What follows belongs to an exercise in optimizing a design on an open flow for small area; a production flow would make more cautious choices. Only simulation tests tie the RTL to the original design; equivalence was not proved. Power is estimated from default activity; no workload was simulated.

==> inputs of run Z <==
## pxc_decoder
module pxc_decoder (
    input             clk,
    input             rst,
    input             start,
    input      [3:0]  op,
    input      [4:0]  fmt,
    input      [10:0] width,
    input      [10:0] height,
    input      [23:0] in_len,
    output            busy,
    output            done,
    output     [2:0]  sel_codec,
    output reg        sel_ov,
    output reg        sel_lr,
    output reg [1:0]  err,
    output reg [10:0] err_info,
    output reg        w_rsvd,
    output reg        w_dim,
    output reg        w_fmt,
    output reg        w_trunc,
    output reg        w_fallback,
    output reg [31:0] hdr,
    output            in_re,
    output     [21:0] in_addr,
    input      [31:0] in_rdata,
    output            pal_re,
    output     [7:0]  pal_raddr,
    input      [31:0] pal_rdata,
    output            pal_we,
    output     [7:0]  pal_waddr,
    output     [31:0] pal_wdata,
    output            out_we,
    output     [21:0] out_addr,
  ...
Settings: LEC_CHECK=0, ABC_AREA=1, CAP_MARGIN=20, CORE_MARGIN=2, CORE_UTILIZATION=75, SLEW_MARGIN=20; clock period 10.0 ns.
standard.sh (not shown) runs the stock make flow with config.mk's settings and CLKGATE_MAP_FILE= SYNTH_SCRIPT=/design/flow/synth_recipe.tcl, a recipe that flattens the netlist after the stock synthesis.
==> flow/flow/run.sh <==
#!/bin/bash
# The standard layout (standard.sh: the standard synthesis and ORFS flow), with these
# changes to how the layout is built:
#  - global placement buffers every port with the smallest buffer, buf_1, instead of
#    the default choice; every input and output port still gets its own buffer;
#  - placement is not timing driven; the synthesis buffers are removed before it
#    (flow/pre_gpl.tcl), as timing-driven placement would do;
#  - clock tree synthesis builds the tree from clkbuf_8 and adds no dummy loads;
# make's full output goes to make_finish.log here; each ORFS step keeps its own log
# under orfs/logs.
set -euo pipefail
here=$(pwd)
bash standard.sh \
  "BUFFER_PORTS_ARGS=-buffer_cell sky130_fd_sc_hd__buf_1" \
  "GPL_TIMING_DRIVEN=0" \
  "PRE_GLOBAL_PLACE_TCL=$here/flow/pre_gpl.tcl" \
  "CTS_ARGS=-sink_clustering_enable -repair_clock_nets -dont_use_dummy_load -buf_list sky130_fd_sc_hd__clkbuf_8" \
  finish > make_finish.log 2>&1
==> flow/flow/pre_gpl.tcl <==
# Before global placement: take out the buffers synthesis inserted (the standard flow
# does this only for timing-driven placement); ports are buffered right after this.
remove_buffers
==> run H: changes against run Z <==
CORE_UTILIZATION = 60   (was 75)
==> run K: changes against run Z <==
--- a/flow/design.v
+++ b/flow/design.v
@@ -35,16 +35,17 @@
 );
     localparam [4:0]
         S_IDLE   = 5'd0,
         S_FIN    = 5'd1,
         S_CHK    = 5'd2,     
         S_CHK2   = 5'd3,     
         S_HDR    = 5'd4,     
         S_MUL    = 5'd5,     
+        S_DEC1   = 5'd6,     
         S_RINIT  = 5'd7,
         S_RA2    = 5'd8,     
         S_RC2    = 5'd9,     
         S_RA3    = 5'd10,    
         S_RC3    = 5'd11,    
         S_RA4    = 5'd12,    
         S_RC4    = 5'd13,    
         S_POST   = 5'd14,
@@ -266,17 +267,17 @@
             case (state)
                 S_IDLE, S_FIN: begin
                     if (start) begin
                         op_r       <= op;
                         fmt_r      <= fmt;
                         w_r        <= width;
                         h_r        <= height;
                         len_r      <= in_len;
-                        c          <= 23'h7FFFFF;
+                        c          <= 23'd0;
                         codec      <= 3'd0;
                         sel_ov     <= 1'b0;
                         sel_lr     <= 1'b0;
                         err        <= 2'd0;
                         w_rsvd     <= 1'b0;
                         w_dim      <= 1'b0;
                         w_fmt      <= 1'b0;
                         w_trunc    <= 1'b0;
@@ -309,22 +310,26 @@
                     w_r    <= in_rdata[20:10];
                     h_r    <= in_rdata[31:21];
                     w_rsvd <= (in_rdata[7:5] != 3'd0);
                     w_fmt  <= in_rdata[4] | (in_rdata[3] & (in_rdata[2] | (in_rdata[1] & in_rdata[0])));
                     state  <= S_MUL;
                 end
                 S_MUL: begin
                     if (h_zero) begin
-                        state <= S_RINIT;
+                        state <= S_DEC1;
                     end else begin
                         c   <= c_sum;
                         h_r <= h_dec;
                     end
                 end
+                S_DEC1: begin
+                    c     <= c_sum;
+                    state <= S_RINIT;
+                end
                 S_RINIT: begin
                     w_dim <= is10 & c[22];
                     if (op_r[3] | (op_r[2:0] == 3'd0)) begin
                         h_r   <= 11'd15;
                         state <= S_RA2;
                     end else begin
                         codec <= op_r[2:0];
                         state <= S_DINIT;
CORE_UTILIZATION = 40   (was 75)
==> notes <==
- Run Z passed the timing, design-rule and antenna checks. Run H ran to the end with no violations. Run K completed without violations.
- Count of clock-buffer cells in the layout is the same in run H and run Z.
- In run K the synthesized area is higher than in run H, by about 2%.
- Clock power is about the same in run Z and run K.
- Die area: run Z < run H < run K.

## separate check: timing with driven ports
The results above use ideal ports. As a check the final layouts listed here were re-extracted and re-timed, cells and wires unchanged. Step 1 assumes that a clkbuf_16 drives the clock port and a buf_2 every other input. Step 2, shift: input delay + t, output delay - t, t = (earliest + latest rising clock arrival at the registers) / 2. This alone moves slack from input paths to output paths. a / b / c = no drivers / after step 1 / after step 2; a / b = the first two.
run	t (ns)	setup slack, ns	worst setup path after step 2
run Z	0.518	0.181 / 0.181 / 0.181	register to register
run H	0.502	0.387 / 0.387 / 0.387	register to register
run K	0.512	0.449 / 0.449 / 0.449	register to register
After both steps setup and hold are still met in every run listed.
